From an optimization exercise on the open Yosys and OpenROAD flow, aimed at small area, a short achievable clock period and few clock cycles per item; shortcuts taken in it are not production practice. In this exercise RTL edits were held to simulation tests only and were not proved equivalent to the original.

==> flow/design.v (outline; a module is shown in full before it is edited, if it fits) <==
// module wrs_fmd: 5108 lines
module wrs_fmd (
    input  wire               clk,
    input  wire               rst,         
    input  wire               cfg_valid,
    input  wire        [15:0] cfg_gain,    
    input  wire               in_valid,
    output wire               in_ready,
    input  wire signed [15:0] in_i,
    input  wire signed [15:0] in_q,
    output wire               out_valid,
    input  wire               out_ready,
    output wire signed [15:0] out_y        
);
  // ...
==> flow/flow/run.sh <==
#!/bin/bash
# The standard layout (standard synthesis unchanged), with setup repair
# aiming further below the clock period.  make's output goes to
# standard.log; each ORFS step keeps its own log under orfs/logs/.
bash standard.sh SETUP_SLACK_MARGIN=6.75 finish > standard.log 2>&1
==> flow/standard.sh <==
#!/bin/bash
# synth_recipe.tcl (not shown) runs the flow's synth.tcl, then flattens the netlist and writes it again
# the make line also repeats each setting of config.mk as NAME=value (left out here)
make -C /OpenROAD-flow-scripts/flow DESIGN_CONFIG=/design/flow/config.mk WORK_HOME=/design/flow/orfs CLKGATE_MAP_FILE= SYNTH_SCRIPT=/design/flow/synth_recipe.tcl "${@:-finish}"
==> flow/config.mk <==
export PLATFORM = sky130hd
export DESIGN_NAME = wrs_fmd
export DESIGN_NICKNAME = wrs_fmd
export VERILOG_FILES = /design/flow/design.v
export SDC_FILE = /design/flow/constraint.sdc
export NUM_CORES = 4
export LEC_CHECK = 0
export CAP_MARGIN = 20
export CORE_MARGIN = 2
export CORE_UTILIZATION = 65
export CTS_CLUSTER_DIAMETER = 100
export CTS_CLUSTER_SIZE = 22
export PLACE_DENSITY = 0.8
export SLEW_MARGIN = 20
==> flow/constraint.sdc <==
create_clock -name core_clock -period 11.0 [get_ports {clk}]
set_input_delay 2.2000 -clock core_clock [delete_from_list [all_inputs] [get_ports {clk}]]
set_output_delay 2.2000 -clock core_clock [all_outputs]
set_load 0.01 [all_outputs]
==> impl_metrics.ini, run 1 <==
[sta]
fin_tns_setup_ns = 0
hold_violations = 0
clock_skew_ns = 0.0386
timing.fmax_ghz = 0.230

[global_route]
top_usage_layer = met2
initial_antenna_violation_count = 3
global_route.usage.met3 = 0.0529
grt_util_met1 = 0.402
global_route.overflow_total = 0
globalRouteTotalUtil = 0.322

[placed_design]
post-place-cells = 13000
post_dp_cell_area_um2 = 122000

[yosys]
post_synth_xor_area_fraction = 0.204
yosysWarningCount = 1
combinational_family_with_the_most_area_after_synthesis = adder cells

[setup_path]
worst_path_dominant_cell_family = compound AO/OA/AOI/OAI gates
worst_r2r_path_depth = 24
critical_r2r_launch = y_q5[30]$_DFFE_PN_
critical_path_peak_fanout = 4

[layout]
non_clock_inverter_count = 1112
layout.cells.non_filler = 13400
multi_input_gates = 7876
flops_and_latches = 1443
layout_common_cells = sky130_fd_sc_hd__xnor2_1 (2056), sky130_fd_sc_hd__edfxtp_1 (1357), sky130_fd_sc_hd__inv_1 (1097)
multi_input_area_share = 0.561
layout.buffer.nonclock.area_share = 0.0322
area_share_clock_buf_inv = 0.0196

[route]
met3_wirelength_um = 24600
drtAntennaViolNets = 0
routed-via-count = 82300
post_drt_via_cell_ratio = 6.14

[min_path]
hold_path.class = register to register

[clock_network]
cts_hold_buf = 0
post-cts-setup-buffer-count = 111

[floorplan]
initial_utilization = 0.652
die_w_um = 432

[status]
status = finished clean

[power]
Testbench counts, summed over its fixed seeds: cycles 4,264, items 4,096.
==> run 2: changes to the inputs <==
--- a/flow/config.mk
+++ b/flow/config.mk
@@ -7,8 +7,8 @@
 export LEC_CHECK = 0
 export CAP_MARGIN = 20
 export CORE_MARGIN = 2
-export CORE_UTILIZATION = 65
+export CORE_UTILIZATION = 60
 export CTS_CLUSTER_DIAMETER = 100
 export CTS_CLUSTER_SIZE = 22
-export PLACE_DENSITY = 0.8
+export PLACE_DENSITY = 0.72
 export SLEW_MARGIN = 20
==> run 2 against run 1 <==
Count of clock-buffer cells in the layout is 3 lower. Largest cell class unchanged. Critical endpoint is now y_q3[30]$_DFFE_PN_. Worst setup slack worse by 0.011 ns. Sequential share of layout area is 0.069 points lower. Via count is 1.2% lower.
==> impl_metrics.ini, run 2 <==
[yosys]
post_synth.cell_area_avg_um2 = 10.9
number_of_storage_elements_in_the_synthesis_netlist = 1443
top_cells_by_area_in_the_synthesized_netlist = sky130_fd_sc_hd__edfxtp_1 (34%), sky130_fd_sc_hd__xnor2_1 (15%), sky130_fd_sc_hd__ha_1 (11%), sky130_fd_sc_hd__fa_1 (8.1%), sky130_fd_sc_hd__xor2_1 (4.2%)
synth.cells.most_frequent = sky130_fd_sc_hd__xnor2_1 (2096), sky130_fd_sc_hd__edfxtp_1 (1357), sky130_fd_sc_hd__inv_1 (1106), sky130_fd_sc_hd__ha_1 (1012), sky130_fd_sc_hd__a22oi_1 (616)
synth_most_common_cell = sky130_fd_sc_hd__xnor2_1
synthDominantCellAreaShare = 0.342
synth-async-reset-ratio = 0
synth-edff-count = 1357
synth_largest_area_cell = sky130_fd_sc_hd__edfxtp_1
syn-cell-area_um2 = 119000
syn-num-nets = 12500
synthFlopType = sky130_fd_sc_hd__edfxtp_1
yosysWarningCount = 1
distinct_cell_type_count_after_synthesis = 103
synthesis.instances = 11000
synth_seq_area_share = 0.356

[setup_path]
worst_path_most_repeated_cell = sky130_fd_sc_hd__a21oi_2
end_kind = register
worst-path-buf-inv = 1
critPathSlowestCell = sky130_fd_sc_hd__edfxtp_1
crit_path_max_incr_delay_ns = 0.44
critical_path_peak_fanout = 3
crit_path_start_kind = register
worst_path_dominant_cell_family = compound AO/OA/AOI/OAI gates
worst-endpoint-required_ns = 11.51
critical_r2r_launch = d0_q2$_DFFE_PN_
worstSetupStartpoint = d0_q2$_DFFE_PN_
timing.critical_path.arrival_ns = 4.88
crit_path_cell_trace = buf_12 -> mux2_4 -> ha_4 -> ha_4 -> ha_2 -> fa_2 -> a21o_1 -> a21oi_2 -> o21bai_1 -> a21oi_2 -> o21bai_4 -> a2111oi_4 -> or3_4 -> o221ai_4 -> o2111ai_2 -> o21ai_2 -> a221o_1 -> a21oi_2 -> xnor2_1
crit_type = register to register

[status]
status = finished clean

[layout]
largest_registers = pa_q18: 36 flops, pb_q18: 36 flops
layout_common_cells = sky130_fd_sc_hd__xnor2_1 (2066), sky130_fd_sc_hd__edfxtp_1 (1357), sky130_fd_sc_hd__inv_1 (1100)
flow.area_growth_from_synthesis_pct = 7.84
fin_nets = 12500
finalCoreUtilization = 0.651
final_common_cell = sky130_fd_sc_hd__xnor2_1
post_route_cells_drive_above_1_share = 0.0831
final-seq-area_um2 = 42500
multi_input_comb_area_um2 = 71700
fillerInstances = 15200

[floorplan]
die_w_um = 450
die_h_um = 450
dieArea_um2 = 202000
floorplan.core_area_um2 = 197000
rows = 163
ios = 71
initial_utilization = 0.604

[sta]
fin_tns_setup_ns = 0
timing_worst_slew_pin_value_ns = 1.10
fin_hold_ws_ns = 0.404
relSlewSlack = 0.269
timing.fmax_ghz = 0.229
grt_setup_unrepaired = true
hold_violations = 0
slew_violations = 0
setup_violations = 0
clock_skew_ns = 0.0400
fraction_of_the_cycle_the_final_worst_path_needs = 0.397
layout_min_cycle_time_ns = 4.37

[route]
dr.max_layer_used = met5
drc_errors = 0
met3_wirelength_um = 20500
met2RoutedLength_um = 146000
route.detailed.wl_per_inst_um = 21.9
detailedRoute.firstPassIterationCount = 6
route.final.wire_length_um = 299000
drt_first_iter_violations = 6560
drtAntennaViolNets = 0
routed-via-count = 81300
met1Wirelength_um = 116000
post_drt_via_cell_ratio = 5.96

[min_path]
worst_hold_startpoint = d0_q5$_DFFE_PN_
hold_path.class = register to register

[placed_design]
place.detailed.hpwl_um = 209000
i_o_buffers = 70
final_replace_weighted_congestion = 0.893

[job]
maxCapViolCount = 0

[global_route]
initial_antenna_violation_count = 6
global_route.overflow_total = 0
vias_in_the_first_global_route = 83600
globalRouteTotalUtil = 0.291
pin_count_of_the_biggest_net_entering_global_routing = 163
first_pass_grt_wire_length_um = 463000

[clock_network]
tritoncts = built
clock-sinks = 1443
clk_root_buffer_cell = sky130_fd_sc_hd__clkbuf_16
cts_hold_buf = 0
clk-insertion-delay-late_ns = 0.76
cts_made_buffers = 86
clock_tree.buffer_depth = 3
ctsHtreeMaxLevel = 3
clock_slew_at_reported_path_ffs_ns = 0.09
[run 2: path summary, 6_finish.rpt]
check | endpoint | slack [ns] | cells past startpoint
hold reg to reg | d0_q6$_DFFE_PN_ | 0.40 | 0
setup / recovery | y_q3[30]$_DFFE_PN_ | 6.63 | 19
hold / removal | d0_q6$_DFFE_PN_ | 0.40 | 0
setup reg to reg | y_q3[30]$_DFFE_PN_ | 6.63 | 19
[run 2: stage by stage]
stage | instances | area, µm² | setup slack, ns
2_1_floorplan | 11000 | 119000 | -9.24
3_3_place_gp | 13300 | 122000 | 5.47
3_5_place_dp | 13300 | 122000 | 5.60
4_1_cts | 13500 | 126000 | 6.54
5_1_grt | 13600 | 129000 | 6.42
6_report | 13600 | 129000 | 6.63
[run 2: layout make-up]
| class | instances | area share |
|---|---|---|
| Antenna cell | 6 | 0.000117 |
| Clock buffer | 108 | 0.0178 |
| Clock inverter | 33 | 0.00287 |
| Inverter | 1112 | 0.0326 |
| Multi-Input combinational cell | 7876 | 0.558 |
| Sequential cell | 1443 | 0.331 |
| Tap cell | 2640 | 0.0257 |
| Timing Repair Buffer | 427 | 0.0323 |
[run 2: timing repair]
| item | CTS | global route |
|---|---|---|
| pin swaps | 85 | 124 |
| gates resized for setup | 212 | 248 |
| buffers inserted | 99 | 104 |
| endpoints found under the setup margin | 311 | 274 |
| cloned | 8 | 5 |
[run 2: cells by family (layout without fill, tap and decap cells)]
kind of cell,count (synthesis),in the layout,synth area share
simple gates,1430,1430,0.0571
buf+inv,1633,1680,0.0559
other cells,0,6,0
compound gates,1815,1816,0.103
flops,1443,1443,0.356
mux,135,135,0.0119
fa+ha+maj,1777,1777,0.211
xor+xnor,2718,2718,0.204
[run 2: routing by layer]
metal  vias to the layer above  global-route usage
met5                         -                   0
met4                         2               0.143
met3                      1051              0.0388
li1                      37400                   -
met1                     39800               0.361
met2                      3080               0.501
==> run 3: changes to the inputs <==
--- a/flow/config.mk
+++ b/flow/config.mk
@@ -7,8 +7,8 @@
 export LEC_CHECK = 0
 export CAP_MARGIN = 20
 export CORE_MARGIN = 2
-export CORE_UTILIZATION = 60
+export CORE_UTILIZATION = 40
 export CTS_CLUSTER_DIAMETER = 100
 export CTS_CLUSTER_SIZE = 22
-export PLACE_DENSITY = 0.72
+export PLACE_DENSITY = 0.6
 export SLEW_MARGIN = 20
==> run 3 against run 2 <==
Die area increased by 50%. Hold slack got worse by 0.030 ns. Sequential cell count unchanged. Largest cell class unchanged. Still clean on timing, DRC and antenna.
==> impl_metrics.ini, run 3 <==
[status]
status = finished clean

[yosys]
distinct_cell_type_count_after_synthesis = 103
synth.cells.most_frequent = sky130_fd_sc_hd__xnor2_1 (2096), sky130_fd_sc_hd__edfxtp_1 (1357), sky130_fd_sc_hd__inv_1 (1106), sky130_fd_sc_hd__ha_1 (1012), sky130_fd_sc_hd__a22oi_1 (616)
synth_largest_area_cell = sky130_fd_sc_hd__edfxtp_1
synth_most_common_cell = sky130_fd_sc_hd__xnor2_1
syn-cell-area_um2 = 119000
synthDominantCellAreaShare = 0.342
synth-edff-count = 1357
synthesis.instances = 11000
synth-async-reset-ratio = 0
synthFlopType = sky130_fd_sc_hd__edfxtp_1
number_of_storage_elements_in_the_synthesis_netlist = 1443
synth_seq_area_share = 0.356
post_synth.cell_area_avg_um2 = 10.9
syn-num-nets = 12500
yosysWarningCount = 1
top_cells_by_area_in_the_synthesized_netlist = sky130_fd_sc_hd__edfxtp_1 (34%), sky130_fd_sc_hd__xnor2_1 (15%), sky130_fd_sc_hd__ha_1 (11%), sky130_fd_sc_hd__fa_1 (8.1%), sky130_fd_sc_hd__xor2_1 (4.2%)

[setup_path]
timing.critical_path.arrival_ns = 4.96
end_kind = register
crit_type = register to register
worst_r2r_path_depth = 20
worst_path_dominant_cell_family = compound AO/OA/AOI/OAI gates
crit_path_cell_trace = buf_12 -> mux2i_2 -> ha_2 -> inv_2 -> fa_1 -> inv_2 -> fa_2 -> a21o_1 -> a21oi_2 -> o21bai_1 -> a21oi_2 -> o21bai_4 -> a2111oi_4 -> or3_4 -> o221ai_2 -> o2111ai_2 -> o21ai_2 -> a221o_1 -> a21oi_2 -> xnor2_2
crit_path_start_kind = register
critical_r2r_launch = d0n_q2$_DFFE_PN_
worstSetupStartpoint = d0n_q2$_DFFE_PN_
timing.reg2reg.setup_slack_ns = 6.60
worst_path_most_repeated_cell = sky130_fd_sc_hd__a21oi_2
worst-endpoint-required_ns = 11.57
worst-path-buf-inv = 3
critical_path.reg2reg.endpoint = y_q3[30]$_DFFE_PN_
critPathSlowestCell = sky130_fd_sc_hd__fa_1
crit_path_max_incr_delay_ns = 0.50
critical_path_peak_fanout = 4

[sta]
fraction_of_the_cycle_the_final_worst_path_needs = 0.400
clock_skew_ns = 0.0806
setup_violations = 0
timing_worst_slew_pin_value_ns = 1.06
timing.fmax_ghz = 0.227
slew_violations = 0
hold_violations = 0
grt_setup_unrepaired = true
layout_min_cycle_time_ns = 4.40
fin_tns_setup_ns = 0
relSlewSlack = 0.290

[global_route]
initial_antenna_violation_count = 5
pin_count_of_the_biggest_net_entering_global_routing = 186
vias_in_the_first_global_route = 81100
globalRouteTotalUtil = 0.192
global_route.overflow_total = 0
first_pass_grt_wire_length_um = 460000

[min_path]
hold_path.class = register to register
worstHoldEndpoint = si_q11$_DFFE_PN_
hold_path_depth = 0
worst_hold_startpoint = si_q10$_DFFE_PN_

[floorplan]
dieArea_um2 = 302000
initial_utilization = 0.402
floorplan.core_area_um2 = 297000
ios = 71
rows = 200
die_h_um = 550
die_w_um = 550

[layout]
fillerInstances = 27500
fin_nets = 12500
final-seq-area_um2 = 42500
post_route_cells_drive_above_1_share = 0.0865
layout_common_cells = sky130_fd_sc_hd__xnor2_1 (2065), sky130_fd_sc_hd__edfxtp_1 (1357), sky130_fd_sc_hd__inv_1 (1099)
final_common_cell = sky130_fd_sc_hd__xnor2_1
largest_registers = pa_q18: 36 flops, pb_q18: 36 flops
final_design_area_no_fill_um2 = 131000
flow.area_growth_from_synthesis_pct = 9.53
multi_input_comb_area_um2 = 71800

[route]
drtAntennaViolNets = 0
drt_first_iter_violations = 5487
route.detailed.wl_per_inst_um = 19.9
routed-via-count = 79300
route.final.wire_length_um = 298000
post_drt_via_cell_ratio = 5.30
detailedRoute.firstPassIterationCount = 8
drc_errors = 0

[placed_design]
place.detailed.hpwl_um = 209000
final_replace_weighted_congestion = 0.868
post_dp_cell_area_um2 = 123000
i_o_buffers = 70

[clock_network]
clock_tree.buffer_depth = 4
cts_hold_buf = 0
ctsHtreeMaxLevel = 3
cts_made_buffers = 92
tritoncts = built
clock-sinks = 1443
clk_root_buffer_cell = sky130_fd_sc_hd__clkbuf_16
clock_slew_at_reported_path_ffs_ns = 0.09
clk-insertion-delay-late_ns = 0.88

[job]
maxCapViolCount = 0
==> run 3: cell counts after synthesis <==
Identical to the previous run, type by type.
==> run 3: area by class of cell <==
| cell class | instances | share of cell area |
|---|---|---|
| Multi-Input combinational cell | 7876 | 0.550 |
| Sequential cell | 1443 | 0.325 |
| Antenna cell | 1 | 0.0000192 |
| Clock inverter | 35 | 0.00344 |
| Inverter | 1112 | 0.0320 |
| Timing Repair Buffer | 437 | 0.0325 |
| Clock buffer | 116 | 0.0189 |
| Tap cell | 3939 | 0.0378 |
==> run 3: logic make-up after synthesis <==
kind of cell | Yosys count | synth area share
buffers and inverters | 1633 | 0.0559
xor gates and xnor gates | 2718 | 0.204
and+or+nand+nor | 1430 | 0.0571
muxes | 135 | 0.0119
DFF | 1443 | 0.356
AOI/OAI and AO/OA | 1815 | 0.103
adders and majority gates | 1777 | 0.211
==> run 3: per-stage QoR <==
stage / setup slack, ns / std cells / hold WS, ns / util
2_1_floorplan: -9.24 / 11000 / 0.400 / -
3_3_place_gp: 5.45 / 14600 / 0.401 / 0.416
3_5_place_dp: 5.44 / 14600 / 0.405 / 0.416
4_1_cts: 6.62 / 14800 / 0.375 / 0.433
5_1_grt: 6.40 / 15000 / 0.398 / 0.440
6_report: 6.60 / 15000 / 0.374 / 0.440
==> run 3: worst max path at each step <==
stage,to,slack [ns],depth (start not counted)
after global routing,y_q3[30]$_DFFE_PN_,6.40,20
after detailed placement,y_q3[30]$_DFFE_PN_,5.44,19
after CTS,y_q3[30]$_DFFE_PN_,6.62,20
after floorplan,aim_q2[0]$_DFFE_PN_,-9.24,3
after global placement,y_q3[30]$_DFFE_PN_,5.45,19
final,y_q3[30]$_DFFE_PN_,6.60,20
==> run 3: repair_timing <==
action | 4_1_cts | 5_1_grt
pin swaps | 90 | 151
resized for setup | 230 | 224
gates cloned | 8 | 8
setup endpoints to repair | 327 | 229
buffers inserted | 85 | 126
==> run 3: routing by layer <==
layer  global-route usage  up-vias  share of wire
met3               0.0224      638          0.053
met5                    0        -       0.000044
met2                0.325     2160           0.48
li1                     -    37400              -
met1                0.255    39100           0.44
met4               0.0645        2          0.034
==> run 4: changes to the inputs <==
==> flow/flow/run.sh (replaced) <==
#!/bin/bash
# The standard layout (standard synthesis unchanged), with setup repair
# aiming further below the clock period.  make's output goes to
# standard.log; each ORFS step keeps its own log under orfs/logs/.
bash standard.sh SETUP_SLACK_MARGIN=7.0 finish > standard.log 2>&1
--- a/flow/config.mk
+++ b/flow/config.mk
@@ -7,8 +7,8 @@
 export LEC_CHECK = 0
 export CAP_MARGIN = 20
 export CORE_MARGIN = 2
-export CORE_UTILIZATION = 40
+export CORE_UTILIZATION = 55
 export CTS_CLUSTER_DIAMETER = 100
 export CTS_CLUSTER_SIZE = 22
-export PLACE_DENSITY = 0.6
+export PLACE_DENSITY = 0.7
 export SLEW_MARGIN = 20
==> run 4 against run 3 <==
Critical endpoint unchanged. Routed wire length is 6.2% higher. Worst setup slack better by 0.061 ns. Still clean on timing, DRC and antenna. Critical path type unchanged. Non-clock buffer count is 163 higher.
==> impl_metrics.ini, run 4 <==
[status]
status = finished clean

[layout]
layout_common_cells = sky130_fd_sc_hd__xnor2_1 (2041), sky130_fd_sc_hd__edfxtp_1 (1357), sky130_fd_sc_hd__inv_1 (1091)
fillerInstances = 17200
final_common_cell = sky130_fd_sc_hd__xnor2_1
flow.area_growth_from_synthesis_pct = 10.5
largest_registers = pa_q18: 36 flops, pb_q18: 36 flops
post_route_cells_drive_above_1_share = 0.115
fin_nets = 12700

[yosys]
yosysWarningCount = 1
post_synth.cell_area_avg_um2 = 10.9
top_cells_by_area_in_the_synthesized_netlist = sky130_fd_sc_hd__edfxtp_1 (34%), sky130_fd_sc_hd__xnor2_1 (15%), sky130_fd_sc_hd__ha_1 (11%), sky130_fd_sc_hd__fa_1 (8.1%), sky130_fd_sc_hd__xor2_1 (4.2%)
synthesis.instances = 11000
synth_seq_area_share = 0.356
synth_largest_area_cell = sky130_fd_sc_hd__edfxtp_1
synth_most_common_cell = sky130_fd_sc_hd__xnor2_1
distinct_cell_type_count_after_synthesis = 103
synth-edff-count = 1357
synthDominantCellAreaShare = 0.342
synthFlopType = sky130_fd_sc_hd__edfxtp_1
syn-num-nets = 12500
number_of_storage_elements_in_the_synthesis_netlist = 1443
synth.cells.most_frequent = sky130_fd_sc_hd__xnor2_1 (2096), sky130_fd_sc_hd__edfxtp_1 (1357), sky130_fd_sc_hd__inv_1 (1106), sky130_fd_sc_hd__ha_1 (1012), sky130_fd_sc_hd__a22oi_1 (616)
synth-async-reset-ratio = 0
syn-cell-area_um2 = 119000

[floorplan]
die_h_um = 469
rows = 170
ios = 71
die_w_um = 469
initial_utilization = 0.554
floorplan.core_area_um2 = 215000
dieArea_um2 = 220000

[global_route]
first_pass_grt_wire_length_um = 480000
globalRouteTotalUtil = 0.279
vias_in_the_first_global_route = 84100
pin_count_of_the_biggest_net_entering_global_routing = 178
global_route.overflow_total = 0
initial_antenna_violation_count = 4

[sta]
timing.fmax_ghz = 0.231
slew_violations = 0
fin_tns_setup_ns = 0
hold_violations = 0
fraction_of_the_cycle_the_final_worst_path_needs = 0.394
layout_min_cycle_time_ns = 4.34
clock_skew_ns = 0.0552
timing_worst_slew_pin_value_ns = 1.06
relSlewSlack = 0.290
fin_ws_ns = 6.66
grt_setup_unrepaired = true
setup_violations = 0

[setup_path]
worst-endpoint-required_ns = 11.49
end_kind = register
timing.critical_path.arrival_ns = 4.82
crit_path_start_kind = register
crit_type = register to register
critical_path_peak_fanout = 4

[clock_network]
clock_slew_at_reported_path_ffs_ns = 0.09
clk-insertion-delay-late_ns = 0.79
clock-sinks = 1443
clk_root_buffer_cell = sky130_fd_sc_hd__clkbuf_16
tritoncts = built
clock_tree.buffer_depth = 3
ctsHtreeMaxLevel = 3
cts_hold_buf = 0
cts_made_buffers = 86

[job]
maxCapViolCount = 0

[route]
drtAntennaViolNets = 0
route.final.wire_length_um = 316000
detailedRoute.firstPassIterationCount = 6
drc_errors = 0
post_drt_via_cell_ratio = 5.86
routed-via-count = 82100
drt_first_iter_violations = 6309
route.detailed.wl_per_inst_um = 22.6

[min_path]
hold_path.class = register to register

[placed_design]
i_o_buffers = 70
final_replace_weighted_congestion = 0.903
pre_cts_ws_ns = 5.71
place.detailed.hpwl_um = 217000
==> run 4: cell counts after synthesis <==
No cell type changed its count.
==> run 4: worst paths after layout <==
check                         from                  to  slack [ns]  cells past startpoint
hold reg to reg   d0_q13$_DFFE_PN_    d0_q14$_DFFE_PN_        0.40                      0
setup reg to reg  d0n_q2$_DFFE_PN_  y_q3[30]$_DFFE_PN_        6.66                     20
setup / recovery  d0n_q2$_DFFE_PN_  y_q3[30]$_DFFE_PN_        6.66                     20
hold / removal    d0_q13$_DFFE_PN_    d0_q14$_DFFE_PN_        0.40                      0
==> run 4: per-stage QoR <==
step                 util  hold slack (ns)  cells  instance area, µm²
floorplan               -            0.400  11000              119000
global placement    0.568            0.401  13500              122000
detailed placement  0.568            0.405  13500              122000
CTS                 0.596            0.400  13800              128000
global route        0.612            0.408  14000              132000
finish              0.612            0.402  14000              132000
==> run 4: timing repair <==
item                                    in CTS  in global routing
pin swaps                                  166                305
gates resized for setup                    386                392
cloned                                      14                  9
endpoints found under the setup margin     450                336
buffers inserted                           158                206
hold endpoints to repair                     0                  0
==> run 4: worst max-delay path, stage by stage (launching register included) <==
cell	delay, ns
sky130_fd_sc_hd__edfxtp_1	0.45
sky130_fd_sc_hd__buf_12	0.17
sky130_fd_sc_hd__mux2i_4	0.18
sky130_fd_sc_hd__ha_4	0.15
sky130_fd_sc_hd__inv_2	0.03
sky130_fd_sc_hd__fa_1	0.48
sky130_fd_sc_hd__inv_2	0.05
sky130_fd_sc_hd__fa_2	0.38
sky130_fd_sc_hd__a21o_1	0.18
sky130_fd_sc_hd__a21oi_2	0.15
sky130_fd_sc_hd__o21bai_1	0.10
sky130_fd_sc_hd__a21oi_2	0.18
sky130_fd_sc_hd__o21bai_2	0.11
sky130_fd_sc_hd__a2111oi_2	0.37
sky130_fd_sc_hd__or3_4	0.20
sky130_fd_sc_hd__o221ai_2	0.09
sky130_fd_sc_hd__o2111ai_2	0.12
sky130_fd_sc_hd__o21ai_2	0.12
sky130_fd_sc_hd__a221o_1	0.34
sky130_fd_sc_hd__a21oi_2	0.15
sky130_fd_sc_hd__xnor2_1	0.08
==> run 4: layout make-up <==
type	instances	area [µm²]	share of cell area
Sequential cell	1443	42500	0.323
Inverter	1112	4190	0.0318
Multi-Input combinational cell	7876	72900	0.554
Tap cell	2838	3550	0.0270
Antenna cell	6	15.0	0.000114
Timing Repair Buffer	600	5860	0.0445
Clock buffer	103	2260	0.0172
Clock inverter	31	393	0.00298
==> run 4: cells by family (layout without fill, tap and decap cells) <==
| logic type | count (synthesis) | count (layout) | share of synthesized area |
|---|---|---|---|
| muxes | 135 | 135 | 0.0119 |
| other | 0 | 6 | 0 |
| adders and majority gates | 1777 | 1777 | 0.211 |
| buffers and inverters | 1633 | 1846 | 0.0559 |
| DFF | 1443 | 1443 | 0.356 |
| AOI/OAI and AO/OA | 1815 | 1816 | 0.103 |
| xor gates and xnor gates | 2718 | 2718 | 0.204 |
| and+or+nand+nor | 1430 | 1430 | 0.0571 |
==> run 4: per-layer routing <==
metal | global-route usage | routed length (µm) | vias up
li1 | - | - | 37700
met1 | 0.345 | 124000 | 40400
met2 | 0.476 | 153000 | 2970
met3 | 0.0370 | 20800 | 976
met4 | 0.147 | 18700 | 0
met5 | 0 | 0 | -
==> run 5: changes to the inputs <==
==> flow/flow/run.sh (replaced) <==
#!/bin/bash
# The standard layout (standard synthesis unchanged), with setup repair
# aiming further below the clock period.  make's output goes to
# standard.log; each ORFS step keeps its own log under orfs/logs/.
bash standard.sh SETUP_SLACK_MARGIN=6.5 finish > standard.log 2>&1
==> run 5 against run 4 <==
Design area shrank 3.7%. Critical endpoint unchanged. Core utilization shrank 2.3 points. Maximum frequency shrank 1.3%. Clock skew shrank 0.0040 ns. Register-to-register slack lost 0.06 ns. Count of clock-buffer cells in the layout is the same. Critical path type unchanged. Via count shrank 2.0%. Cell count shrank 2.1%.
==> impl_metrics.ini, run 5 <==
[clock_network]
clock-sinks = 1443
clock_slew_at_reported_path_ffs_ns = 0.09
clock_tree.buffer_depth = 3
clk-insertion-delay-late_ns = 0.79
ctsHtreeMaxLevel = 3
cts_made_buffers = 86
tritoncts = built
clk_root_buffer_cell = sky130_fd_sc_hd__clkbuf_16
cts_hold_buf = 0

[yosys]
synth_seq_area_share = 0.356
distinct_cell_type_count_after_synthesis = 103
synth.cells.most_frequent = sky130_fd_sc_hd__xnor2_1 (2096), sky130_fd_sc_hd__edfxtp_1 (1357), sky130_fd_sc_hd__inv_1 (1106), sky130_fd_sc_hd__ha_1 (1012), sky130_fd_sc_hd__a22oi_1 (616)
synth-async-reset-ratio = 0
syn-cell-area_um2 = 119000
synthesis.instances = 11000
synth_most_common_cell = sky130_fd_sc_hd__xnor2_1
post_synth.cell_area_avg_um2 = 10.9
number_of_storage_elements_in_the_synthesis_netlist = 1443
synthFlopType = sky130_fd_sc_hd__edfxtp_1
synth-edff-count = 1357
top_cells_by_area_in_the_synthesized_netlist = sky130_fd_sc_hd__edfxtp_1 (34%), sky130_fd_sc_hd__xnor2_1 (15%), sky130_fd_sc_hd__ha_1 (11%), sky130_fd_sc_hd__fa_1 (8.1%), sky130_fd_sc_hd__xor2_1 (4.2%)
synth_largest_area_cell = sky130_fd_sc_hd__edfxtp_1
synthDominantCellAreaShare = 0.342
syn-num-nets = 12500
yosysWarningCount = 1

[setup_path]
worst-endpoint-required_ns = 11.49
crit_path_start_kind = register
crit_path_cell_trace = buf_12 -> mux2i_4 -> ha_4 -> inv_1 -> fa_1 -> inv_2 -> fa_2 -> a21o_1 -> a21oi_2 -> o21bai_1 -> a21oi_2 -> o21bai_2 -> a2111oi_2 -> or3_4 -> o221ai_2 -> o2111ai_2 -> o21ai_2 -> a221o_1 -> a21oi_2 -> xnor2_1
critical_path_peak_fanout = 5
crit_path_max_incr_delay_ns = 0.49
critPathSlowestCell = sky130_fd_sc_hd__fa_1
crit_type = register to register
end_kind = register
timing.critical_path.arrival_ns = 4.88
worst_path_most_repeated_cell = sky130_fd_sc_hd__a21oi_2

[layout]
finalCoreUtilization = 0.590
fillerInstances = 17800
flow.area_growth_from_synthesis_pct = 6.38
final_common_cell = sky130_fd_sc_hd__xnor2_1
final-seq-area_um2 = 42500
fin_nets = 12400
multi_input_comb_area_um2 = 71000
layout_common_cells = sky130_fd_sc_hd__xnor2_1 (2078), sky130_fd_sc_hd__edfxtp_1 (1357), sky130_fd_sc_hd__inv_1 (1103)
largest_registers = pa_q18: 36 flops, pb_q18: 36 flops
post_route_cells_drive_above_1_share = 0.0643

[route]
drt_first_iter_violations = 6373
drtAntennaViolNets = 0
drc_errors = 0
post_drt_via_cell_ratio = 5.87
route.final.wire_length_um = 306000
detailedRoute.firstPassIterationCount = 7
route.detailed.wl_per_inst_um = 22.3
routed-via-count = 80500

[sta]
grt_setup_unrepaired = true
hold_violations = 0
relSlewSlack = 0.225
timing_worst_slew_pin_value_ns = 1.16
slew_violations = 0
setup_violations = 0
clock_skew_ns = 0.0511
layout_min_cycle_time_ns = 4.39
fraction_of_the_cycle_the_final_worst_path_needs = 0.400
timing.fmax_ghz = 0.228
fin_tns_setup_ns = 0

[floorplan]
initial_utilization = 0.554
floorplan.core_area_um2 = 215000
rows = 170
die_h_um = 469
dieArea_um2 = 220000
die_w_um = 469
ios = 71

[global_route]
pin_count_of_the_biggest_net_entering_global_routing = 178
vias_in_the_first_global_route = 82700
global_route.overflow_total = 0
globalRouteTotalUtil = 0.273
initial_antenna_violation_count = 4
first_pass_grt_wire_length_um = 471000

[placed_design]
place.detailed.hpwl_um = 217000
i_o_buffers = 70
final_replace_weighted_congestion = 0.903

[min_path]
hold_path.class = register to register

[job]
maxCapViolCount = 0

[status]
status = finished clean
-- run 5: changes by cell type in the layout (fill, tap and decap cells not counted), sizes merged --
cell      previous run  this run
buf                506       239
clkbuf             117       104
bufbuf              12         5
clkinvlp             6         3
inv               1125      1127
clkinv              12        13
o21ai              234       233
-- run 5: final timing paths --
check / from / end / slack, ns / depth (start not counted)
max: d0n_q2$_DFFE_PN_ / y_q3[30]$_DFFE_PN_ / 6.61 / 20
min: d0_q13$_DFFE_PN_ / d0_q14$_DFFE_PN_ / 0.40 / 0
min reg2reg: d0_q13$_DFFE_PN_ / d0_q14$_DFFE_PN_ / 0.40 / 0
max reg2reg: d0n_q2$_DFFE_PN_ / y_q3[30]$_DFFE_PN_ / 6.61 / 20
-- run 5: logic make-up (layout without fill, tap and decap cells) --
family / after synthesis / count (layout) / synth area share
other: 0 / 6 / 0
XOR/XNOR: 2718 / 2718 / 0.204
AO/OA/AOI/OAI: 1815 / 1815 / 0.103
adder cells (fa/ha/maj): 1777 / 1777 / 0.211
AND/OR/NAND/NOR: 1430 / 1430 / 0.0571
multiplexers: 135 / 135 / 0.0119
flip-flops: 1443 / 1443 / 0.356
buffers and inverters: 1633 / 1559 / 0.0559
-- run 5: stage by stage --
step / cell area, µm² / cells / worst slack, ns / hold WS [ns]
2_1_floorplan: 119000 / 11000 / -9.24 / 0.400
3_3_place_gp: 122000 / 13500 / 5.65 / 0.401
3_5_place_dp: 122000 / 13500 / 5.71 / 0.405
4_1_cts: 126000 / 13600 / 6.38 / 0.400
5_1_grt: 127000 / 13700 / 6.40 / 0.408
6_report: 127000 / 13700 / 6.61 / 0.403
-- run 5: final cells by class --
cell class / instances / share of cell area
Antenna cell: 6 / 0.000118
Clock buffer: 103 / 0.0178
Clock inverter: 31 / 0.00310
Inverter: 1112 / 0.0330
Multi-Input combinational cell: 7875 / 0.560
Sequential cell: 1443 / 0.335
Tap cell: 2838 / 0.0280
Timing Repair Buffer: 313 / 0.0228
-- run 5: what timing repair did --
| item | CTS | global route |
|---|---|---|
| resized for setup | 99 | 151 |
| buffers inserted | 27 | 66 |
| gates cloned | 5 | 1 |
| endpoints found under the setup margin | 195 | 167 |
| pin swaps | 18 | 63 |
-- run 5: metal layers --
metal / global-route usage / part of all wire
met1: 0.340 / 0.40
met2: 0.465 / 0.48
met3: 0.0376 / 0.064
met4: 0.136 / 0.055
met5: 0 / 0
-- run 5: worst max-delay path: cells and delay by family, from the launching register on --
family / cells / cell delay [ns]
AOI/OAI and AO/OA: 11 / 1.96
adders and majority gates: 3 / 1.03
DFF: 1 / 0.44
buffers and inverters: 3 / 0.26
and+or+nand+nor: 1 / 0.20
muxes: 1 / 0.18
xor gates and xnor gates: 1 / 0.08
==> run 6: changes to the inputs <==
==> flow/flow/run.sh (replaced) <==
#!/bin/bash
# The standard layout (standard synthesis unchanged), with setup repair
# aiming further below the clock period.  make's output goes to
# standard.log; each ORFS step keeps its own log under orfs/logs/.
bash standard.sh SETUP_SLACK_MARGIN=6.75 finish > standard.log 2>&1
--- a/flow/config.mk
+++ b/flow/config.mk
@@ -10,5 +10,6 @@
 export CORE_UTILIZATION = 55
 export CTS_CLUSTER_DIAMETER = 100
 export CTS_CLUSTER_SIZE = 22
+export GPL_TIMING_DRIVEN = 1
 export PLACE_DENSITY = 0.7
 export SLEW_MARGIN = 20
==> run 6 against run 5 <==
Still clean. Global-route usage up 0.23 points. Sequential share of layout area down 0.46 points. Synthesized cell count unchanged. Critical path depth unchanged. Count of clock-buffer cells in the layout unchanged. Highest routed layer unchanged.
==> impl_metrics.ini, run 6 <==
[sta]
hold_violations = 0
timing.fmax_ghz = 0.231
clock_skew_ns = 0.0521
relSlewSlack = 0.241
grt_setup_unrepaired = true
fin_tns_setup_ns = 0
setup_violations = 0
layout_min_cycle_time_ns = 4.33
fraction_of_the_cycle_the_final_worst_path_needs = 0.394
timing_worst_slew_pin_value_ns = 1.14
slew_violations = 0
fin_ws_ns = 6.67

[clock_network]
cts_hold_buf = 0
clock-sinks = 1443
clock_tree.buffer_depth = 3
clk_root_buffer_cell = sky130_fd_sc_hd__clkbuf_16
tritoncts = built
clk-insertion-delay-late_ns = 0.79
clock_slew_at_reported_path_ffs_ns = 0.09
ctsHtreeMaxLevel = 3
cts_made_buffers = 86

[placed_design]
pre_cts_ws_ns = 5.71
final_replace_weighted_congestion = 0.903
i_o_buffers = 70
place.detailed.hpwl_um = 217000
post_dp_cell_area_um2 = 122000

[min_path]
hold_path_depth = 0
worst_hold_startpoint = d0_q13$_DFFE_PN_
worstHoldEndpoint = d0_q14$_DFFE_PN_
hold_path.class = register to register

[yosys]
number_of_storage_elements_in_the_synthesis_netlist = 1443
post_synth.cell_area_avg_um2 = 10.9
synth-edff-count = 1357
synthFlopType = sky130_fd_sc_hd__edfxtp_1
synth_most_common_cell = sky130_fd_sc_hd__xnor2_1
syn-cell-area_um2 = 119000
synth-async-reset-ratio = 0
distinct_cell_type_count_after_synthesis = 103
synthDominantCellAreaShare = 0.342
top_cells_by_area_in_the_synthesized_netlist = sky130_fd_sc_hd__edfxtp_1 (34%), sky130_fd_sc_hd__xnor2_1 (15%), sky130_fd_sc_hd__ha_1 (11%), sky130_fd_sc_hd__fa_1 (8.1%), sky130_fd_sc_hd__xor2_1 (4.2%)
synth.cells.most_frequent = sky130_fd_sc_hd__xnor2_1 (2096), sky130_fd_sc_hd__edfxtp_1 (1357), sky130_fd_sc_hd__inv_1 (1106), sky130_fd_sc_hd__ha_1 (1012), sky130_fd_sc_hd__a22oi_1 (616)
yosysWarningCount = 1
synth_seq_area_share = 0.356
syn-num-nets = 12500
synthesis.instances = 11000
synth_largest_area_cell = sky130_fd_sc_hd__edfxtp_1

[layout]
flow.area_growth_from_synthesis_pct = 7.90
finalCoreUtilization = 0.598
post_route_cells_drive_above_1_share = 0.0827
final_common_cell = sky130_fd_sc_hd__xnor2_1
multi_input_comb_area_um2 = 71700
final-seq-area_um2 = 42500
layout_common_cells = sky130_fd_sc_hd__xnor2_1 (2062), sky130_fd_sc_hd__edfxtp_1 (1357), sky130_fd_sc_hd__inv_1 (1099)
final_design_area_no_fill_um2 = 129000
largest_registers = pa_q18: 36 flops, pb_q18: 36 flops
fillerInstances = 17600
fin_nets = 12500

[setup_path]
critPathSlowestCell = sky130_fd_sc_hd__fa_1
critical_r2r_launch = d0n_q2$_DFFE_PN_
crit_path_max_incr_delay_ns = 0.49
worst-path-buf-inv = 3
critical_path.reg2reg.endpoint = y_q3[30]$_DFFE_PN_
crit_path_cell_trace = buf_12 -> mux2i_4 -> ha_4 -> inv_2 -> fa_1 -> inv_2 -> fa_2 -> a21o_1 -> a21oi_2 -> o21bai_1 -> a21oi_2 -> o21bai_2 -> a2111oi_2 -> or3_4 -> o221ai_2 -> o2111ai_2 -> o21ai_2 -> a221o_1 -> a21oi_2 -> xnor2_1
worst_path_dominant_cell_family = compound AO/OA/AOI/OAI gates
end_kind = register
worst_path_most_repeated_cell = sky130_fd_sc_hd__a21oi_2
crit_type = register to register
timing.critical_path.arrival_ns = 4.82
worst_r2r_path_depth = 20
worst-endpoint-required_ns = 11.49
crit_path_start_kind = register
critical_path_peak_fanout = 4
timing.reg2reg.setup_slack_ns = 6.67

[status]
status = finished clean

[route]
drc_errors = 0
route.final.wire_length_um = 310000
drt_first_iter_violations = 6206
route.detailed.wl_per_inst_um = 22.4
drtAntennaViolNets = 0
detailedRoute.firstPassIterationCount = 7
routed-via-count = 81000
post_drt_via_cell_ratio = 5.86

[job]
maxCapViolCount = 0

[global_route]
global_route.overflow_total = 0
grtUsageMet2 = 0.470
pin_count_of_the_biggest_net_entering_global_routing = 178
vias_in_the_first_global_route = 83400
global_route.usage.met3 = 0.0376
initial_antenna_violation_count = 4
top_usage_layer = met2
globalRouteTotalUtil = 0.275
grt_util_met1 = 0.342
first_pass_grt_wire_length_um = 475000

[floorplan]
initial_utilization = 0.554
floorplan.core_area_um2 = 215000
die_w_um = 469
die_h_um = 469
dieArea_um2 = 220000
rows = 170
ios = 71
-- run 6: cell types whose count changed in the layout (fill, tap and decap cells not counted), moves of 15 or more --
| cell | before | now |
|---|---|---|
| sky130_fd_sc_hd__o21ai_2 | 13 | 28 |
| sky130_fd_sc_hd__a21oi_2 | 22 | 47 |
| sky130_fd_sc_hd__buf_12 | 13 | 32 |
| sky130_fd_sc_hd__buf_4 | 211 | 280 |
| sky130_fd_sc_hd__a21oi_1 | 375 | 350 |
| sky130_fd_sc_hd__xnor2_1 | 2078 | 2062 |
-- run 6: worst max path at each step --
stage                                  start             endpoint  cells after the start
after floorplan              sv$_SDFFE_PP0P_  aim_q2[0]$_DFFE_PN_                      3
after global placement       d0_q2$_DFFE_PN_   y_q3[30]$_DFFE_PN_                     19
after detailed placement  rb_q1[0]$_DFFE_PN_      d0_q2$_DFFE_PN_                     16
final                       d0n_q2$_DFFE_PN_   y_q3[30]$_DFFE_PN_                     20
after global routing        d0n_q2$_DFFE_PN_   y_q3[30]$_DFFE_PN_                     20
after CTS                    d0_q2$_DFFE_PN_   y_q3[30]$_DFFE_PN_                     19
-- run 6: kinds of logic (layout without fill, tap and decap cells) --
logic type / after synthesis / in the layout / synth area share
compound gates: 1815 / 1816 / 0.103
xor+xnor: 2718 / 2718 / 0.204
fa+ha+maj: 1777 / 1777 / 0.211
buf+inv: 1633 / 1659 / 0.0559
flops: 1443 / 1443 / 0.356
mux: 135 / 135 / 0.0119
other cells: 0 / 6 / 0
simple gates: 1430 / 1430 / 0.0571
-- run 6: final cells by class --
cell class | count | area share
well taps | 2838 | 0.0276
inverters | 1112 | 0.0325
clock buffers | 103 | 0.0176
diodes | 6 | 0.000117
multi-input cells | 7876 | 0.558
clock inverters | 31 | 0.00306
repair buffers | 413 | 0.0311
flip-flops and latches | 1443 | 0.330
-- run 6: repair_timing --
item,CTS,global route
setup buffers,79,108
resized for setup,216,222
endpoints found under the setup margin,320,262
pin swaps,77,124
gates cloned,8,5
-- run 6: metal layers --
layer | vias to the layer above | part of all wire
li1 | 37400 | -
met1 | 39800 | 0.40
met2 | 2799 | 0.48
met3 | 1016 | 0.061
met4 | 0 | 0.057
met5 | - | 0
-- run 6: stage by stage --
stage | hold WS, ns | std cells
floorplan | 0.400 | 11000
global placement | 0.401 | 13500
detailed placement | 0.405 | 13500
CTS | 0.400 | 13700
global route | 0.408 | 13800
finish | 0.400 | 13800
==> run 7: changes to the inputs <==
--- a/flow/config.mk
+++ b/flow/config.mk
@@ -10,6 +10,5 @@
 export CORE_UTILIZATION = 55
 export CTS_CLUSTER_DIAMETER = 100
 export CTS_CLUSTER_SIZE = 22
-export GPL_TIMING_DRIVEN = 1
 export PLACE_DENSITY = 0.7
 export SLEW_MARGIN = 20
==> run 7 against run 6 <==
Critical endpoint unchanged. Count of clock-buffer cells in the layout did not move. Critical path depth unchanged. Maximum frequency unchanged. Die area is the same. Synthesized area stayed put. Worst setup slack unchanged. Global-route usage unchanged. Hold slack is the same. Design area unchanged.
==> impl_metrics.ini, run 7 <==
[sta]
fin_hold_ws_ns = 0.400
fin_tns_setup_ns = 0
grt_setup_unrepaired = true
hold_violations = 0
timing.fmax_ghz = 0.231
setup_violations = 0
clock_skew_ns = 0.0521
timing_worst_slew_pin_value_ns = 1.14
fraction_of_the_cycle_the_final_worst_path_needs = 0.394
slew_violations = 0
relSlewSlack = 0.241
layout_min_cycle_time_ns = 4.33

[layout]
layout_common_cells = sky130_fd_sc_hd__xnor2_1 (2062), sky130_fd_sc_hd__edfxtp_1 (1357), sky130_fd_sc_hd__inv_1 (1099)
largest_registers = pa_q18: 36 flops, pb_q18: 36 flops
fin_nets = 12500
flow.area_growth_from_synthesis_pct = 7.90
fillerInstances = 17600
final-seq-area_um2 = 42500
post_route_cells_drive_above_1_share = 0.0827
final_design_area_no_fill_um2 = 129000
multi_input_comb_area_um2 = 71700
final_common_cell = sky130_fd_sc_hd__xnor2_1

[global_route]
pin_count_of_the_biggest_net_entering_global_routing = 178
global_route.overflow_total = 0
globalRouteTotalUtil = 0.275
vias_in_the_first_global_route = 83400
first_pass_grt_wire_length_um = 475000
initial_antenna_violation_count = 4

[clock_network]
tritoncts = built
cts_made_buffers = 86
clock_slew_at_reported_path_ffs_ns = 0.09
clk-insertion-delay-late_ns = 0.79
clock_tree.buffer_depth = 3
ctsHtreeMaxLevel = 3
clock-sinks = 1443
clk_root_buffer_cell = sky130_fd_sc_hd__clkbuf_16

[yosys]
synthFlopType = sky130_fd_sc_hd__edfxtp_1
number_of_storage_elements_in_the_synthesis_netlist = 1443
synth-async-reset-ratio = 0
syn-cell-area_um2 = 119000
synthDominantCellAreaShare = 0.342
post_synth.cell_area_avg_um2 = 10.9
synth_seq_area_share = 0.356
synth-edff-count = 1357
distinct_cell_type_count_after_synthesis = 103
yosysWarningCount = 1
synthesis.instances = 11000
synth_most_common_cell = sky130_fd_sc_hd__xnor2_1
syn-num-nets = 12500
synth_largest_area_cell = sky130_fd_sc_hd__edfxtp_1
top_cells_by_area_in_the_synthesized_netlist = sky130_fd_sc_hd__edfxtp_1 (34%), sky130_fd_sc_hd__xnor2_1 (15%), sky130_fd_sc_hd__ha_1 (11%), sky130_fd_sc_hd__fa_1 (8.1%), sky130_fd_sc_hd__xor2_1 (4.2%)
synth.cells.most_frequent = sky130_fd_sc_hd__xnor2_1 (2096), sky130_fd_sc_hd__edfxtp_1 (1357), sky130_fd_sc_hd__inv_1 (1106), sky130_fd_sc_hd__ha_1 (1012), sky130_fd_sc_hd__a22oi_1 (616)

[floorplan]
ios = 71
die_h_um = 469
dieArea_um2 = 220000
rows = 170
die_w_um = 469
initial_utilization = 0.554
floorplan.core_area_um2 = 215000

[route]
post_drt_via_cell_ratio = 5.86
drc_errors = 0
detailedRoute.firstPassIterationCount = 7
route.detailed.wl_per_inst_um = 22.4
route.final.wire_length_um = 310000
drtAntennaViolNets = 0
drt_first_iter_violations = 6206
routed-via-count = 81000

[setup_path]
crit_path_max_incr_delay_ns = 0.49
critPathSlowestCell = sky130_fd_sc_hd__fa_1
crit_type = register to register
worst-endpoint-required_ns = 11.49
timing.critical_path.arrival_ns = 4.82
worst_path_most_repeated_cell = sky130_fd_sc_hd__a21oi_2
critical_path_peak_fanout = 4
crit_path_cell_trace = buf_12 -> mux2i_4 -> ha_4 -> inv_2 -> fa_1 -> inv_2 -> fa_2 -> a21o_1 -> a21oi_2 -> o21bai_1 -> a21oi_2 -> o21bai_2 -> a2111oi_2 -> or3_4 -> o221ai_2 -> o2111ai_2 -> o21ai_2 -> a221o_1 -> a21oi_2 -> xnor2_1
end_kind = register
crit_path_start_kind = register

[status]
status = finished clean

[placed_design]
final_replace_weighted_congestion = 0.903
i_o_buffers = 70
place.detailed.hpwl_um = 217000
post_dp_cell_area_um2 = 122000

[job]
maxCapViolCount = 0

[min_path]
hold_path.class = register to register
==> run 7: cell counts after synthesis <==
Identical to the previous run, type by type.
==> run 7: cell type report <==
class | count | share of cell area
diodes | 6 | 0.000117
clock buffers | 103 | 0.0176
clock inverters | 31 | 0.00306
inverters | 1112 | 0.0325
multi-input cells | 7876 | 0.558
flip-flops and latches | 1443 | 0.330
well taps | 2838 | 0.0276
repair buffers | 413 | 0.0311
==> run 7: final timing paths <==
path	start	to	slack, ns	cells past startpoint
worst max-delay path	d0n_q2$_DFFE_PN_	y_q3[30]$_DFFE_PN_	6.67	20
worst min-delay path	d0_q13$_DFFE_PN_	d0_q14$_DFFE_PN_	0.40	0
worst max register to register	d0n_q2$_DFFE_PN_	y_q3[30]$_DFFE_PN_	6.67	20
worst min register to register	d0_q13$_DFFE_PN_	d0_q14$_DFFE_PN_	0.40	0
==> run 7: cells by family after synthesis <==
family | after synthesis | synth area share
buffers and inverters | 1633 | 0.0559
and+or+nand+nor | 1430 | 0.0571
xor gates and xnor gates | 2718 | 0.204
muxes | 135 | 0.0119
DFF | 1443 | 0.356
AOI/OAI and AO/OA | 1815 | 0.103
adders and majority gates | 1777 | 0.211
==> run 7: what timing repair did <==
action                     in CTS  in global routing
hold buffers                    0                  0
gates resized for setup       216                222
pin swaps                      77                124
cloned                          8                  5
setup buffers                  79                108
setup endpoints to repair     320                262
==> run 7: critical path, delay by kind of cell, from the launching register on <==
| family | cells | cell delay (ns) |
|---|---|---|
| fa+ha+maj | 3 | 1.03 |
| flops | 1 | 0.44 |
| simple gates | 1 | 0.20 |
| xor+xnor | 1 | 0.08 |
| compound gates | 11 | 1.90 |
| mux | 1 | 0.18 |
| buf+inv | 3 | 0.25 |
==> run 7: metal layers <==
metal | up-vias | routed length [µm] | GRT usage | part of all wire
met5 | - | 0 | 0 | 0
met3 | 1016 | 19000 | 0.0376 | 0.061
met2 | 2799 | 150000 | 0.470 | 0.48
li1 | 37400 | - | - | -
met1 | 39800 | 123000 | 0.342 | 0.40
met4 | 0 | 17600 | 0.138 | 0.057
==> run 7: metrics by stage <==
stage          std cells  setup WS [ns]  utilization
5_1_grt            13800           6.48        0.598
3_5_place_dp       13500           5.71        0.568
6_report           13800           6.67        0.598
2_1_floorplan      11000          -9.24            -
4_1_cts            13700           6.63        0.588
3_3_place_gp       13500           5.65        0.568
==> run 8: changes to the inputs <==
--- a/flow/config.mk
+++ b/flow/config.mk
@@ -8,7 +8,7 @@
 export CAP_MARGIN = 20
 export CORE_MARGIN = 2
 export CORE_UTILIZATION = 55
-export CTS_CLUSTER_DIAMETER = 100
-export CTS_CLUSTER_SIZE = 22
+export CTS_CLUSTER_DIAMETER = 110
+export CTS_CLUSTER_SIZE = 26
 export PLACE_DENSITY = 0.7
 export SLEW_MARGIN = 20
==> run 8 against run 7 <==
Sequential cell count did not move. Critical path type unchanged. Cell count hardly changed. Register-to-register slack better by 0.06 ns. Worst setup slack better by 0.060 ns. Largest cell class unchanged. Core utilization is 0.066 points lower. Count of clock-buffer cells in the layout is 11 lower. Non-clock buffer count increased by 12.
==> impl_metrics.ini, run 8 <==
[placed_design]
place.detailed.hpwl_um = 217000
i_o_buffers = 70
pre_cts_ws_ns = 5.71
final_replace_weighted_congestion = 0.903

[yosys]
synthFlopType = sky130_fd_sc_hd__edfxtp_1
post_synth_xor_area_fraction = 0.204
top_cells_by_area_in_the_synthesized_netlist = sky130_fd_sc_hd__edfxtp_1 (34%), sky130_fd_sc_hd__xnor2_1 (15%), sky130_fd_sc_hd__ha_1 (11%), sky130_fd_sc_hd__fa_1 (8.1%), sky130_fd_sc_hd__xor2_1 (4.2%)
syn-cell-area_um2 = 119000
number_of_storage_elements_in_the_synthesis_netlist = 1443
synth_compound_area_frac = 0.103
synth_largest_area_cell = sky130_fd_sc_hd__edfxtp_1
synth_seq_area_share = 0.356
synth.cells.most_frequent = sky130_fd_sc_hd__xnor2_1 (2096), sky130_fd_sc_hd__edfxtp_1 (1357), sky130_fd_sc_hd__inv_1 (1106), sky130_fd_sc_hd__ha_1 (1012), sky130_fd_sc_hd__a22oi_1 (616)
distinct_cell_type_count_after_synthesis = 103
post_synth.cell_area_avg_um2 = 10.9
syn-num-nets = 12500
post_synth_mux_area_share = 0.0119
synth_adder_area_share = 0.211
yosysWarningCount = 1
synthDominantCellAreaShare = 0.342
synth_simple_gate_area_share = 0.0571
synth_most_common_cell = sky130_fd_sc_hd__xnor2_1
synthesis.instances = 11000
synth-edff-count = 1357
combinational_family_with_the_most_area_after_synthesis = adder cells
synth-async-reset-ratio = 0

[setup_path]
timing.critical_path.arrival_ns = 4.79
crit_type = register to register
worst-endpoint-required_ns = 11.51
critical_path_peak_fanout = 3
crit_path_start_kind = register
timing.reg2reg.setup_slack_ns = 6.73
worst_r2r_path_depth = 22
end_kind = register
critical_path.reg2reg.endpoint = sn_q6$_DFFE_PN_
critical_r2r_launch = y_q5[30]$_DFFE_PN_

[job]
maxCapViolCount = 0

[global_route]
global_route.overflow_total = 0
initial_antenna_violation_count = 4
vias_in_the_first_global_route = 83200
globalRouteTotalUtil = 0.275
pin_count_of_the_biggest_net_entering_global_routing = 178
first_pass_grt_wire_length_um = 473000

[status]
status = finished clean

[clock_network]
clock-sinks = 1443
clock_slew_at_reported_path_ffs_ns = 0.10
cts_made_buffers = 73
clock_tree.buffer_depth = 3
clk-insertion-delay-late_ns = 0.76
ctsHtreeMaxLevel = 3
tritoncts = built
clk_root_buffer_cell = sky130_fd_sc_hd__clkbuf_16
cts_hold_buf = 0

[sta]
layout_min_cycle_time_ns = 4.27
slew_violations = 0
fraction_of_the_cycle_the_final_worst_path_needs = 0.388
grt_setup_unrepaired = true
timing.fmax_ghz = 0.234
fin_tns_setup_ns = 0
setup_violations = 0
fin_ws_ns = 6.73
hold_violations = 0
relSlewSlack = 0.250
clock_skew_ns = 0.0509
timing_worst_slew_pin_value_ns = 1.12

[floorplan]
ios = 71
floorplan.core_area_um2 = 215000
initial_utilization = 0.554
dieArea_um2 = 220000
rows = 170
die_h_um = 469
die_w_um = 469

[min_path]
hold_path_depth = 0
worstHoldEndpoint = d1_q11$_DFFE_PN_
worst_hold_startpoint = d1_q10$_DFFE_PN_
hold_path.class = register to register

[route]
drtAntennaViolNets = 0
route.detailed.wl_per_inst_um = 22.4
post_drt_via_cell_ratio = 5.87
routed-via-count = 81100
drt_first_iter_violations = 6145
drc_errors = 0
detailedRoute.firstPassIterationCount = 6
route.final.wire_length_um = 310000

[layout]
layout_common_cells = sky130_fd_sc_hd__xnor2_1 (2061), sky130_fd_sc_hd__edfxtp_1 (1357), sky130_fd_sc_hd__inv_1 (1100)
final_common_cell = sky130_fd_sc_hd__xnor2_1
largest_registers = pa_q18: 36 flops, pb_q18: 36 flops
post_route_cells_drive_above_1_share = 0.0835
fin_nets = 12500
flow.area_growth_from_synthesis_pct = 7.78
run 8: cell count changes in the layout (fill, tap and decap cells not counted), moves of 4 or more:
cell                        delta
sky130_fd_sc_hd__a21oi_2       +6
sky130_fd_sc_hd__inv_6         -4
sky130_fd_sc_hd__buf_4        +15
sky130_fd_sc_hd__clkinv_8      +4
sky130_fd_sc_hd__a21oi_1       -6
sky130_fd_sc_hd__o21ai_1       -5
sky130_fd_sc_hd__clkbuf_16    -12
run 8: worst max-delay path, cell delays in order, from the launching register on:
cell and delay, ns:
sky130_fd_sc_hd__edfxtp_1 0.43, sky130_fd_sc_hd__buf_4 0.16, sky130_fd_sc_hd__nor2_2 0.09, sky130_fd_sc_hd__a21oi_2 0.05
sky130_fd_sc_hd__fa_2 0.37, sky130_fd_sc_hd__nor2b_2 0.14, sky130_fd_sc_hd__o21ai_2 0.07, sky130_fd_sc_hd__a21boi_2 0.19
sky130_fd_sc_hd__o41ai_2 0.08, sky130_fd_sc_hd__buf_4 0.15, sky130_fd_sc_hd__a31oi_4 0.15, sky130_fd_sc_hd__a221o_1 0.25
sky130_fd_sc_hd__a211oi_2 0.10, sky130_fd_sc_hd__o21ai_1 0.17, sky130_fd_sc_hd__a31oi_2 0.12, sky130_fd_sc_hd__nor2b_1 0.12
sky130_fd_sc_hd__o21ai_1 0.10, sky130_fd_sc_hd__a211o_1 0.29, sky130_fd_sc_hd__o21a_1 0.21, sky130_fd_sc_hd__fa_2 0.39
sky130_fd_sc_hd__xnor2_2 0.18, sky130_fd_sc_hd__xnor2_2 0.14, sky130_fd_sc_hd__inv_1 0.05
run 8: cell families after synthesis:
family                   after synthesis
AO/OA/AOI/OAI                       1815
XOR/XNOR                            2718
adder cells (fa/ha/maj)             1777
buffers and inverters               1633
flip-flops                          1443
multiplexers                         135
AND/OR/NAND/NOR                     1430
run 8: per-stage QoR:
step / cells / hold slack [ns] / utilization / instance area, µm²
floorplan: 11000 / 0.400 / - / 119000
global placement: 13500 / 0.401 / 0.568 / 122000
detailed placement: 13500 / 0.405 / 0.568 / 122000
CTS: 13700 / 0.409 / 0.587 / 126000
global route: 13800 / 0.433 / 0.597 / 128000
finish: 13800 / 0.421 / 0.597 / 128000
run 8: final cells by class:
type                       count  area (µm²)
antenna                        5        12.5
clock buffer                  92        1960
clock inverter                21         357
fill                       17500       86600
inverter                    1112        4180
multi-input combinational   7876       71800
sequential                  1443       42500
tap                         2838        3550
timing repair buffer         425        4080
run 8: worst max path at each step:
stage                             startpoint  cells after the start                   to  slack (ns)
after floorplan              sv$_SDFFE_PP0P_                      3  aim_q2[0]$_DFFE_PN_       -9.24
after global placement       d0_q2$_DFFE_PN_                     19   y_q3[30]$_DFFE_PN_        5.65
after detailed placement  rb_q1[0]$_DFFE_PN_                     16      d0_q2$_DFFE_PN_        5.71
after CTS                 y_q5[30]$_DFFE_PN_                     22      sn_q6$_DFFE_PN_        6.63
after global routing      y_q7[28]$_DFFE_PN_                     20      sn_q8$_DFFE_PN_        6.52
final                     y_q5[30]$_DFFE_PN_                     22      sn_q6$_DFFE_PN_        6.73
run 8: routing by layer:
metal	track usage	part of all wire	vias up
met3	0.0357	0.062	990
met2	0.468	0.49	2869
met5	0	0.000055	-
met1	0.342	0.40	39900
met4	0.140	0.056	2
li1	-	-	37300
run 8: timing repair:
action	CTS	global route
setup endpoints to repair	319	255
gates resized for setup	231	221
buffers inserted	78	121
pin swaps	84	130
cloned	8	5

-- re-timing with driven ports --
In the flow no input, the clock included, has a driving cell. The finished layouts below were timed again as built, in two steps. Step 1, drivers: a clkbuf_16 drives clk and a buf_2 each remaining input, both assumed. Step 2, shift: input delay + t, output delay - t, t = (earliest + latest rising clock arrival at the registers) / 2. This alone moves slack from input paths to output paths. Slacks: ideal ports / drivers / drivers and shift; pairs: ideal ports / drivers.
run | t, ns | setup slack, ns | hold WS [ns] | clock arrival spread, ns | worst register clock-pin slew, ns
run 1 | 0.833 | 6.645 / 6.645 / 6.547 | 0.405 / 0.405 / 0.405 | 0.042 / 0.041 | 0.10 / 0.10
run 2 | 0.838 | 6.634 / 6.634 / 6.329 | 0.404 / 0.404 / 0.404 | 0.047 / 0.048 | 0.10 / 0.10
run 3 | 0.926 | 6.604 / 6.604 / 6.366 | 0.374 / 0.374 / 0.374 | 0.096 / 0.096 | 0.10 / 0.10
run 4 | 0.855 | 6.665 / 6.665 / 6.388 | 0.402 / 0.402 / 0.402 | 0.062 / 0.062 | 0.10 / 0.10
run 5 | 0.851 | 6.605 / 6.605 / 6.391 | 0.403 / 0.403 / 0.403 | 0.059 / 0.059 | 0.10 / 0.10
run 6 | 0.853 | 6.667 / 6.667 / 6.393 | 0.400 / 0.400 / 0.400 | 0.061 / 0.062 | 0.10 / 0.10
run 7 | 0.853 | 6.667 / 6.667 / 6.393 | 0.400 / 0.400 / 0.400 | 0.061 / 0.062 | 0.10 / 0.10
run 8 | 0.840 | 6.727 / 6.727 / 6.348 | 0.421 / 0.421 / 0.421 | 0.059 / 0.059 | 0.11 / 0.11
After both steps setup and hold are still met in every run listed. The setup slack of run 8, which loses most, moves by 0.000 ns with the drivers and by -0.379 ns with both steps.
